What follows belongs to an exercise in optimizing a design on an open flow for small area, a short achievable clock period and few clock cycles per item; a production flow would make more cautious choices.
In this exercise RTL edits were held to simulation tests only and were not proved equivalent to the original.

==> flow/design.v <==
module timing_fsm (
    input  wire        clk,
    input  wire        rst,
    input  wire        advance,
    input  wire [11:0] spt_i,
    input  wire [4:0]  loop_bars_i,
    output reg  [3:0]  bar,
    output reg  [6:0]  tick,
    output wire        tick_start
);
    localparam [6:0] BAR_LEN = 7'd72;
    reg [11:0] sot;    
    assign tick_start = (sot == 12'd0);
    always @(posedge clk) begin
        if (rst) begin
            bar  <= 4'd0;
            tick <= 7'd0;
            sot  <= 12'd0;
        end else if (advance) begin
            if (sot + 12'd1 == spt_i) begin
                sot <= 12'd0;
                if (tick + 7'd1 == BAR_LEN) begin
                    tick <= 7'd0;
                    if ({1'b0, bar} + 5'd1 == loop_bars_i)
                        bar <= 4'd0;
                    else
                        bar <= bar + 4'd1;
                end else begin
                    tick <= tick + 7'd1;
                end
            end else begin
                sot <= sot + 12'd1;
            end
        end
    end
endmodule
module ring_ctrl (
    input  wire       clk,
    input  wire       rst,
    input  wire       start_i,
    input  wire       complete_i,
    input  wire       frame_done,      
    output reg  [1:0] filling,
    output reg        prefill,         
    output reg        started,         
    output wire       ring_full,
    output reg  [4:0] frame_idx,
    output reg        stream_start_o,
    output wire [1:0] stream_slot_o
);
    localparam [4:0] LAST_FRAME = 5'd31;
    localparam [1:0] LAST_SLOT  = 2'd3;
    reg [1:0] playing;
    assign ring_full     = (filling == playing);
    assign stream_slot_o = playing;
    always @(posedge clk) begin
        if (rst) begin
            frame_idx <= 5'd0;
            filling   <= 2'd0;
            prefill   <= 1'b1;
        end else if (frame_done) begin
            frame_idx <= frame_idx + 5'd1;
            if (frame_idx == LAST_FRAME) begin
                filling <= filling + 2'd1;
                if (filling == LAST_SLOT)
                    prefill <= 1'b0;
            end
        end
    end
    always @(posedge clk) begin
        if (rst) begin
            playing        <= LAST_SLOT;
            started        <= 1'b0;
            stream_start_o <= 1'b0;
        end else begin
            stream_start_o <= 1'b0;
            if (!started) begin
                if (start_i && !prefill) begin
                    started        <= 1'b1;
                    playing        <= playing + 2'd1;
                    stream_start_o <= 1'b1;
                end
            end else if (complete_i) begin
                playing        <= playing + 2'd1;
                stream_start_o <= 1'b1;
            end
        end
    end
endmodule
module voice_bank (
    input  wire        clk,
    input  wire        rst,
    input  wire        trig_en,
    input  wire [2:0]  trig_v,
    input  wire [7:0]  trig_sym,
    input  wire        step_en,
    input  wire [2:0]  step_v,
    input  wire [17:0] smp_i,
    input  wire [95:0] len_i,
    input  wire [2:0]  rd_v,
    output wire [11:0] pos_rd,
    input  wire [2:0]  emph_v,
    output wire [6:0]  emph_rd
);
    localparam N_VOICES  = 6;
    localparam EMPH_STEP = 12;
    reg [11:0] pos  [0:N_VOICES-1];
    reg [6:0]  emph [0:N_VOICES-1];
    wire       is_hit = (trig_sym >= 8'h31) && (trig_sym <= 8'h39);
    wire [3:0] level  = trig_sym[3:0] - 4'd1;
    wire [2:0]  step_k   = smp_i[3*step_v +: 3];
    wire [11:0] step_len = len_i[12*step_k +: 12];
    integer v;
    always @(posedge clk) begin
        if (rst) begin
            for (v = 0; v < N_VOICES; v = v + 1) begin
                pos[v]  <= 12'd0;
                emph[v] <= 7'd0;
            end
        end else begin
            if (trig_en && is_hit) begin
                pos[trig_v]  <= 12'd1;
                emph[trig_v] <= level * EMPH_STEP;
            end
            if (step_en && pos[step_v] != 12'd0) begin
                if (pos[step_v] + 12'd1 == step_len)
                    pos[step_v] <= 12'd0;
                else
                    pos[step_v] <= pos[step_v] + 12'd1;
            end
        end
    end
    assign pos_rd  = pos[rd_v];
    assign emph_rd = emph[emph_v];
endmodule
module emphasis_gain_multiplier (
    input  wire [6:0]         emph,
    input  wire [7:0]         volume,
    input  wire [5:0]         pan,
    input  wire signed [15:0] s,
    output wire signed [31:0] p_l,
    output wire signed [31:0] p_r
);
    localparam [5:0] PAN_MAX = 6'd32;
    wire        [8:0]  gain = {2'b00, emph} + {1'b0, volume};
    wire signed [25:0] gs   = $signed({1'b0, gain}) * s;
    assign p_l = gs * $signed({1'b0, pan});
    assign p_r = gs * $signed({1'b0, PAN_MAX - pan});
endmodule
module mixer_acc (
    input  wire               clk,
    input  wire               clear,
    input  wire               add,
    input  wire signed [31:0] p_l,
    input  wire signed [31:0] p_r,
    output wire [31:0]        word
);
    reg signed [31:0] acc_l;
    reg signed [31:0] acc_r;
    always @(posedge clk) begin
        if (clear) begin
            acc_l <= 32'sd0;
            acc_r <= 32'sd0;
        end else if (add) begin
            acc_l <= acc_l + p_l;
            acc_r <= acc_r + p_r;
        end
    end
    assign word = {acc_l[30:15], acc_r[30:15]};
endmodule
module audio_sequencer_timing_fsm (
    input  wire        clk,
    input  wire        rst,             
    input  wire [11:0] spt_i,           
    input  wire [4:0]  loop_bars_i,     
    input  wire [35:0] pan_i,           
    input  wire [47:0] vol_i,           
    input  wire [17:0] smp_i,           
    input  wire [95:0] len_i,           
    input  wire        start_i,
    input  wire        complete_i,
    output wire        stream_start_o,
    output wire [1:0]  stream_slot_o,
    output wire        ring_we_o,
    output wire [1:0]  ring_slot_o,
    output wire [4:0]  ring_frame_o,
    output wire [31:0] ring_wdata_o,
    output wire        song_re_o,
    output wire [3:0]  song_b_o,
    input  wire [2:0]  song_d_i,
    output wire        pat_re_o,
    output wire [2:0]  pat_p_o,
    output wire [2:0]  pat_v_o,
    output wire [6:0]  pat_t_o,
    input  wire [7:0]  pat_d_i,
    output wire        samp_re_o,
    output wire [2:0]  samp_k_o,
    output wire [11:0] samp_i_o,
    input  wire [15:0] samp_d_i
);
    localparam N_VOICES = 6;
    wire       frame_done;       
    wire [1:0] filling;
    wire       prefill;
    wire       started;
    wire       ring_full;
    ring_ctrl u_ring (
        .clk            (clk),
        .rst            (rst),
        .start_i        (start_i),
        .complete_i     (complete_i),
        .frame_done     (frame_done),
        .filling        (filling),
        .prefill        (prefill),
        .started        (started),
        .ring_full      (ring_full),
        .frame_idx      (ring_frame_o),
        .stream_start_o (stream_start_o),
        .stream_slot_o  (stream_slot_o)
    );
    wire [3:0]  bar;
    wire [6:0]  tick;
    wire        tick_start;
    timing_fsm u_timing (
        .clk         (clk),
        .rst         (rst),
        .advance     (frame_done),
        .spt_i       (spt_i),
        .loop_bars_i (loop_bars_i),
        .bar         (bar),
        .tick        (tick),
        .tick_start  (tick_start)
    );
    localparam [2:0] S_CHECK = 3'd0,    
                     S_SONG  = 3'd1,    
                     S_PAT   = 3'd2,    
                     S_PATW  = 3'd3,    
                     S_MIX   = 3'd4,    
                     S_MIXW  = 3'd5,    
                     S_WRITE = 3'd6;    
    reg  [2:0] state;
    reg  [2:0] vcnt;           
    reg  [2:0] pat_sel;        
    reg        pat_vld;        
    reg        mix_vld;        
    reg  [2:0] vprev;          
    wire mid_slot = (ring_frame_o != 5'd0);
    wire may_fill = prefill || mid_slot || (started && !ring_full);
    wire [2:0] first_state = tick_start ? S_SONG : S_MIX;
    always @(posedge clk) begin
        if (rst) begin
            state   <= S_CHECK;
            vcnt    <= 3'd0;
            pat_sel <= 3'd0;
            pat_vld <= 1'b0;
            mix_vld <= 1'b0;
            vprev   <= 3'd0;
        end else begin
            pat_vld <= 1'b0;
            mix_vld <= 1'b0;
            vprev   <= vcnt;
            case (state)
                S_CHECK: begin
                    vcnt <= 3'd0;
                    if (may_fill)
                        state <= first_state;
                end
                S_SONG: begin
                    state <= S_PAT;
                    vcnt  <= 3'd0;
                end
                S_PAT: begin
                    if (vcnt == 3'd0)
                        pat_sel <= song_d_i;
                    pat_vld <= 1'b1;
                    if (vcnt == N_VOICES - 1) begin
                        state <= S_PATW;
                        vcnt  <= 3'd0;
                    end else begin
                        vcnt <= vcnt + 3'd1;
                    end
                end
                S_PATW: begin
                    state <= S_MIX;
                    vcnt  <= 3'd0;
                end
                S_MIX: begin
                    mix_vld <= 1'b1;
                    if (vcnt == N_VOICES - 1) begin
                        state <= S_MIXW;
                        vcnt  <= 3'd0;
                    end else begin
                        vcnt <= vcnt + 3'd1;
                    end
                end
                S_MIXW: begin
                    state <= S_WRITE;
                end
                S_WRITE: begin
                    vcnt  <= 3'd0;
                    state <= S_CHECK;
                end
                default: state <= S_CHECK;
            endcase
        end
    end
    assign frame_done = (state == S_WRITE);
    wire [2:0] pat_grid = (state == S_PAT && vcnt == 3'd0) ? song_d_i : pat_sel;
    assign song_re_o = (state == S_SONG);
    assign song_b_o  = bar;
    assign pat_re_o  = (state == S_PAT);
    assign pat_p_o  = pat_grid;
    assign pat_v_o  = vcnt;
    assign pat_t_o  = tick;
    wire [11:0] pos_cur;
    wire [6:0]  emph_prev;
    voice_bank u_voices (
        .clk       (clk),
        .rst       (rst),
        .trig_en   (pat_vld),
        .trig_v    (vprev),
        .trig_sym  (pat_d_i),
        .step_en   (state == S_MIX),
        .step_v    (vcnt),
        .smp_i     (smp_i),
        .len_i     (len_i),
        .rd_v      (vcnt),
        .pos_rd    (pos_cur),
        .emph_v    (vprev),
        .emph_rd   (emph_prev)
    );
    assign samp_re_o = (state == S_MIX);
    assign samp_k_o  = smp_i[3*vcnt +: 3];
    assign samp_i_o = pos_cur;
    wire signed [31:0] prod_l;
    wire signed [31:0] prod_r;
    emphasis_gain_multiplier u_gain (
        .emph   (emph_prev),
        .volume (vol_i[8*vprev +: 8]),
        .pan    (pan_i[6*vprev +: 6]),
        .s      (samp_d_i),
        .p_l    (prod_l),
        .p_r    (prod_r)
    );
    wire [31:0] frame_word;
    mixer_acc u_mix (
        .clk   (clk),
        .clear (state == S_CHECK || state == S_WRITE),
        .add   (mix_vld),
        .p_l   (prod_l),
        .p_r   (prod_r),
        .word  (frame_word)
    );
    assign ring_we_o    = frame_done;
    assign ring_slot_o  = filling;
    assign ring_wdata_o = frame_word;
endmodule
==> flow/run.sh <==
#!/bin/bash
# synth_recipe.tcl (not shown) runs the flow's synth.tcl, then flattens the netlist and writes it again
# the make line also repeats each setting of config.mk as NAME=value (left out here)
make -C /OpenROAD-flow-scripts/flow DESIGN_CONFIG=/design/flow/config.mk WORK_HOME=/design/flow/orfs CLKGATE_MAP_FILE= SYNTH_SCRIPT=/design/flow/synth_recipe.tcl finish
==> flow/config.mk <==
export PLATFORM = sky130hd
export DESIGN_NAME = audio_sequencer_timing_fsm
export DESIGN_NICKNAME = audio_sequencer_timing_fsm
export VERILOG_FILES = /design/flow/design.v
export SDC_FILE = /design/flow/constraint.sdc
export NUM_CORES = 4
export LEC_CHECK = 0
export CAP_MARGIN = 20
export CORE_MARGIN = 2
export CORE_UTILIZATION = 40
export PLACE_DENSITY = 0.6
export SLEW_MARGIN = 20
==> flow/constraint.sdc <==
create_clock -name core_clock -period 14.0 [get_ports {clk}]
set_input_delay 2.8000 -clock core_clock [delete_from_list [all_inputs] [get_ports {clk}]]
set_output_delay 2.8000 -clock core_clock [all_outputs]
set_load 0.01 [all_outputs]
==> results.yml <==
clock_tree:
  clkTransAtPathRegs_ns: 0.06
  clock-root-buffer: "clkbuf_16"
  clock_path_buffers: 3
  numCtsBuffers: 31
  cts_setup_buffers: 0
  cts_sinks: 250
  cts_resized: 0
  htree_levels: 1
  insertion_delay_ns: 0.61
  hold_buffers: 0
  cts_tree: "built"
critical_path:
  timing.rr.start: "vprev[1]"
  required_ns: 14.54
  slowest_delay_ns: 0.57
  reg2reg_depth: 48
  end_kind: "flop"
  r2r_end: "u_mix.acc_r[30]"
  cp_slowest_cell: "fa_1"
  cp_max_fo: 14
  worstPathArrival_ns: 13.90
  criticalPathCategory: "in2reg"
  cp-start-kind: "primary input"
  r2r_slack_ns: 2.11
  cp_common_cell: "fa_1"
yosys:
  synth.top_cell.area_share_pct: 25.13
  syn_area_per_cell_um2: 9.219
  synth_cell_types: 76
  async_flop_share_pct: 0
  ys_warn_count: 5
  synth_edf_count: 136
  yosys-top-cells-count: "inv_1, nor2_1, fa_1, nand2_1, ha_1"
  ys_seq_area_share_pct: 20.70
  syn_area_um2: 30750
  syn_nets: 4175
  synth_seq_cells: 250
  yosysTopAreaCell: "fa_1"
  synth.area.top_cells: "fa_1, edfxtp_1, ha_1, dfxtp_1, inv_1"
  yosysMostFrequentCell: "inv_1"
  synth_top_flop_cell: "edfxtp_1"
  syn_inst: 3336
drt:
  vias: 23975
  routed_wl_mm: 86.26
  final_antenna_net_count: 0
  drtIter0Drc: 1514
  dr.pass1.iters: 5
  vias_per_cell: 5.099
  route.detailed.drc: 0
  drt-wirelength-per-cell_um: 18.35
hold_path:
  hp-class: "reg2reg"
  hold_start: "u_mix.acc_r[6]"
  hold_path_depth: 2
  hold_end: "u_mix.acc_r[6]"
global_routing:
  grt_pass1_vias: 25157
  use_met3_pct: 3.334
  grt_pass1_wl_mm: 138.1
  antenna_found_initial: 1
  grt_max_degree: 57
  grt-busiest-layer: "met2"
  met1_usage_pct: 28.05
  grt_util_all_layers_pct: 22.27
  grt_overflow: 0
  use_met2_pct: 39.45
layout:
  drive_gt1_share_pct: 7.598
  postLayoutCellArea_um2: 36490
  syn2layout_area_growth_pct: 18.65
  nets: 4486
  n_antenna_cell: 0
placement:
  dpl_cell_area_um2: 35430
  place.port_buffers: 323
  hpwl_mm: 69.60
  gp_congestion: 0.9447
  dp_slack_ns: -0.1041
sta:
  min_period_ns: 13.37
  finalClockSkew_ns: 0.02049
  post-route-period-util_pct: 95.47
  relSlewSlack_pct: 27.06
  worst_slew_pin_slew_ns: 1.087
  fmax_ghz: 0.07482
  slew_viol_final: 0
  hold_violations: 0
  rsz0062_at_grt: "false"
  final.setup.worst_slack_ns: 0.6348
  finalSetupViolCount: 0
floorplanning:
  start_util_pct: 40.42
  die_area_um2: 79120
  core_um2: 76080
  fp.dieW_um: 281.3
  ioPinCount: 324
  die_h_um: 281.3
  fp-row-count: 101
status:
  status: "timing/DRC/antenna clean"
flow_run:
  drv_cap: 0
## logic make-up after synthesis
family                     Yosys count  share of synthesized area [%]
AOI/OAI and AO/OA                  362                          7.323
xor gates and xnor gates           167                          4.870
adders and majority gates          593                          33.55
buffers and inverters              729                          9.602
DFF                                250                          20.70
muxes                              188                          8.308
and+or+nand+nor                   1047                          15.65
## state kept, by name (all words and copies together) (netlist names), 2 cells and up, named ones only
register / count
u_voices.pos: 96
pat_sel: 3
u_ring.frame_idx: 5
state: 3
u_ring.filling: 2
u_ring.playing: 2
vprev: 3
u_mix.acc_l: 31
u_timing.tick: 7
u_voices.emph: 40
vcnt: 3
u_timing.sot: 12
u_mix.acc_r: 31
u_timing.bar: 4
## layer usage
layer	up-vias	wire length (um)
met2	736	42650
met4	2	2621
met5	-	13
met3	120	5265
li1	11337	-
met1	11780	35710
## area by class of cell
class / count / area (um^2)
Fill cell: 7401 / 39590
Multi-Input combinational cell: 2357 / 21500
Sequential cell: 250 / 6372
Timing Repair Buffer: 448 / 4192
Inverter: 559 / 2098
Tap cell: 1030 / 1289
Clock buffer: 39 / 815.8
Clock inverter: 19 / 221.5
## worst max-delay path by stage
stage	start	to	slack, ns	cells past startpoint
after CTS	vol_i[27]	u_mix.acc_r[30]	0.56	45
after global placement	vol_i[27]	u_mix.acc_r[30]	0.03	45
final	vol_i[10]	u_mix.acc_r[30]	0.63	49
after global routing	vol_i[18]	u_mix.acc_r[30]	0.01	49
after detailed placement	vol_i[27]	u_mix.acc_r[30]	-0.10	45
after floorplan	vol_i[27]	u_mix.acc_r[30]	0.71	46
## through the flow
step	utilization [%]	std cells	TNS, ns	hold WS (ns)
finish	47.96	4702	0	0.4617
global route	47.96	4702	0	0.4835
detailed placement	46.57	4644	-0.1041	0.4537
global placement	46.57	4644	0	0.4511
CTS	47.93	4702	0	0.4609
floorplan	-	3336	0	0.4405
## cell usage in the layout, fill, tap and decap left out, drive strengths merged, types with 6 or more instances in the layout
master and instances:
inv 556, nor2 407, fa 386, clkdlybuf4s50 322
nand2 252, ha 207, edfxtp 136, a21oi 128
buf 126, mux2i 121, dfxtp 114, xnor2 110
and2 76, o21ai 73, nor3 65, xor2 55
mux4 52, nor2b 51, nand2b 51, nand3 48
a21o 39, clkbuf 39, nand4 21, o21bai 19
or2 19, or3 17, o31ai 15, mux2 15
clkinv 15, o21a 13, a31oi 13, a211oi 10
and3 9, nor4 9, nor3b 8, o211ai 7
a2111oi 7, a21boi 6, a211o 6
## critical path: cells and delay by family
| kind | cells | cell delay (ns) |
|---|---|---|
| fa+ha+maj | 13 | 5.54 |
| simple gates | 6 | 1.13 |
| xor+xnor | 2 | 0.56 |
| buf+inv | 10 | 1.17 |
| compound gates | 16 | 2.27 |
| mux | 2 | 0.44 |
Testbench counts, summed over its fixed seeds: cycles 147,680, frames 16,384.

[port drivers added, routing unchanged]
Ports are ideal in the flow. The routed layout listed here was re-timed in OpenROAD.
Step 1: set_driving_cell puts a clkbuf_16 on clk and a buf_2 on each other input, an assumption about the parent block.
Step 2 moves the port delays by t, midway between the first and last clock arrival at a register: inputs arrive t later, outputs are due t later. That takes back most of the time a late clock gives input paths.
Slacks: ideal / step 1 / step 2; pairs: ideal / step 1.
t, ns: 0.667
setup slack, ns: 0.635 / 0.672 / 0.005
worst slew at a driven data input, ns: 0.09
pins driven straight from the clock port: 1
After both steps this run still meets setup and hold. For this run, drivers alone change the setup slack by +0.037 ns; drivers and shift together by -0.630 ns.
